This is an optimization exercise on Yosys and OpenROAD, whose aim is small area and a short achievable clock period, not a production implementation. In this exercise RTL edits were held to simulation tests only and were not proved equivalent to the original. No activity file was given, so power comes from the tool's default toggle rates.

## acf
module acf (
    input  wire        clk,
    input  wire        rst,
    input  wire        bus_wr,
    input  wire [8:0]  bus_addr,
    input  wire [31:0] bus_wdata,
    output reg  [31:0] bus_rdata,    
    input  wire        rx_valid,
    input  wire [7:0]  rx_data,
    input  wire        line_fault,
    output wire        open_req,
    input  wire        open_ok,
    input  wire        open_fail,
    output wire        tx_valid,
    output wire [7:0]  tx_data,
    input  wire        tx_ready,
    input  wire        tick
);
    localparam [10:0] SETTLE_LAST = 11'd49;      
    localparam [10:0] WR_LAST     = 11'd1999;    
    localparam [10:0] RD_LAST     = 11'd1999;    
    localparam [2:0] CC_OK = 3'd0, CC_CONN = 3'd1, CC_ILLEGAL = 3'd2;
    localparam [2:0] CA_NONE = 3'd0, CA_OPEN = 3'd1, CA_WRITE = 3'd2,
                     CA_READ = 3'd3, CA_NOTOPEN = 3'd4;
    localparam [2:0] V_OK = 3'd1, V_SHORT = 3'd2, V_CRC = 3'd3,
                     V_MARKER = 3'd4, V_COUNT = 3'd5;
    function [7:0] crc8_step(input [7:0] a, input [7:0] b);
        integer i;
        reg [7:0] x;
        begin
            x = a ^ b;
            for (i = 0; i < 8; i = i + 1)
                x = x[0] ? ((x >> 1) ^ 8'h8C) : (x >> 1);
            crc8_step = x;
        end
    endfunction
    function [7:0] mux4b(input [1:0] s, input [7:0] a, input [7:0] b, input [7:0] c, input [7:0] d);
        case (s)
            2'd0: mux4b = a;
            2'd1: mux4b = b;
            2'd2: mux4b = c;
            default: mux4b = d;
        endcase
    endfunction
    function [31:0] mux4w(input [1:0] s, input [31:0] a, input [31:0] b, input [31:0] c, input [31:0] d);
        case (s)
            2'd0: mux4w = a;
            2'd1: mux4w = b;
            2'd2: mux4w = c;
            default: mux4w = d;
        endcase
    endfunction
    function [7:0] frame_byte(input [1:0] k);
        case (k)
            2'd0: frame_byte = 8'hAA;
            2'd1: frame_byte = 8'h02;
  ...
For scale: about 15,000 cells after synthesis, about 4,300 flip-flops, about 100 I/O pins, roughly 0.15 mm2 of cells after synthesis.
clock: 10.0 ns
lec_check: 0
cap_margin: 20
core_margin: 2
core_utilization: 55
cts_cluster_diameter: 90
cts_cluster_size: 20
slew_margin: 20
synth_hierarchical: 1
standard.sh (not shown) runs the stock make flow with config.mk's settings and CLKGATE_MAP_FILE= SYNTH_SCRIPT=/design/flow/synth_recipe.tcl, a recipe that flattens the netlist after the stock synthesis.
==> flow/flow/run.sh <==
#!/bin/bash
set -euo pipefail
bash standard.sh SETUP_SLACK_MARGIN=6.5 finish > flow_make.log 2>&1
The first run passed the timing, DRC and antenna checks.
Next try:
--- a/flow/design.v
+++ b/flow/design.v
@@ -132,34 +132,31 @@
                     assign d[fk] = fm1[(8*fg+fk)*8 + fb];
                 end
                 acf_ao8 u_ao (.d(d), .s(fs2), .y(fm2[fg*8 + fb]));
             end
         end
         for (fb = 0; fb < 8; fb = fb + 1) begin : g_fm3
             assign fnext_raw[fb] = |({fm2[24+fb], fm2[16+fb], fm2[8+fb], fm2[fb]} & fs3);
         end
     endgenerate
-    wire [8*8-1:0]   bs1;
+    wire [7:0]       bs1 = 8'd1 << bus_addr[4:2];
     wire [7:0]       bs2 = 8'd1 << bus_addr[7:5];
     wire [32*8-1:0]  rm1;
     wire [31:0]      rxw_raw;
     genvar gm, gb2, gk;
     generate
-        for (gk = 0; gk < 8; gk = gk + 1) begin : g_bs1
-            acf_dec3 u_dec (.a(bus_addr[4:2]), .y(bs1[gk*8 +: 8]));
-        end
         for (gm = 0; gm < 8; gm = gm + 1) begin : g_rm1
             for (gb2 = 0; gb2 < 32; gb2 = gb2 + 1) begin : g_bit
                 wire [7:0] d;
                 for (gk = 0; gk < 8; gk = gk + 1) begin : g_k
                     assign d[gk] = rflat[(8*gm+gk)*32 + gb2];
                 end
-                acf_ao8 u_ao (.d(d), .s(bs1[(gb2/4)*8 +: 8]), .y(rm1[gm*32 + gb2]));
+                acf_ao8 u_ao (.d(d), .s(bs1), .y(rm1[gm*32 + gb2]));
             end
         end
         for (gb2 = 0; gb2 < 32; gb2 = gb2 + 1) begin : g_rm2
             wire [7:0] d;
             for (gk = 0; gk < 8; gk = gk + 1) begin : g_k
                 assign d[gk] = rm1[gk*32 + gb2];
             end
             acf_ao8 u_ao (.d(d), .s(bs2), .y(rxw_raw[gb2]));
         end
@@ -382,15 +379,9 @@
 endmodule
 module acf_mx2 (
     input  wire s,
     input  wire a,
     input  wire b,
     output wire y
 );
     assign y = s ? a : b;
 endmodule
-module acf_dec3 (
-    input  wire [2:0] a,
-    output wire [7:0] y
-);
-    assign y = 8'd1 << a;
-endmodule
Area after synthesis is about the same.
Routed wire length climbs by 0.89%.
Fmax climbs by 1.9%.
Final area climbs by 1.8%.
Global-route usage climbs by 0.56 points.
Setup slack gets better by 81 ps.
Via count climbs by 0.62%.
Die area hardly moves.
Hold slack hardly moves.
Total power stays flat.
Utilization climbs by 1.1 points.
First-iteration DRC count drops by 1.7%.
Count of clock-buffer cells in the layout climbs by 7.

==> re-timing with driven ports <==
Ports are ideal in the flow. The routed layouts listed here were re-timed in OpenROAD.
Step 1 sets driving cells, clkbuf_16 on the clock port and buf_2 on the other inputs (assumed; they add their load-dependent delay and slew).
Step 2 moves the port delays by t, midway between the first and last clock arrival at a register: inputs arrive t later, outputs are due t later. That takes back most of the time a late clock gives input paths.
Three values: no drivers, after step 1, after step 2; two values: the first two.
run	shift t [ns]	setup WS [ns]	cell pins on the clock port's net
the first run	1.046	5.740 / 5.629 / 4.583	1
the second run	1.046	5.821 / 5.888 / 4.843	1
After both steps setup and hold are still met in every run listed. The setup slack of the first run, which loses most, moves by -0.111 ns with the drivers and by -1.157 ns with both steps.
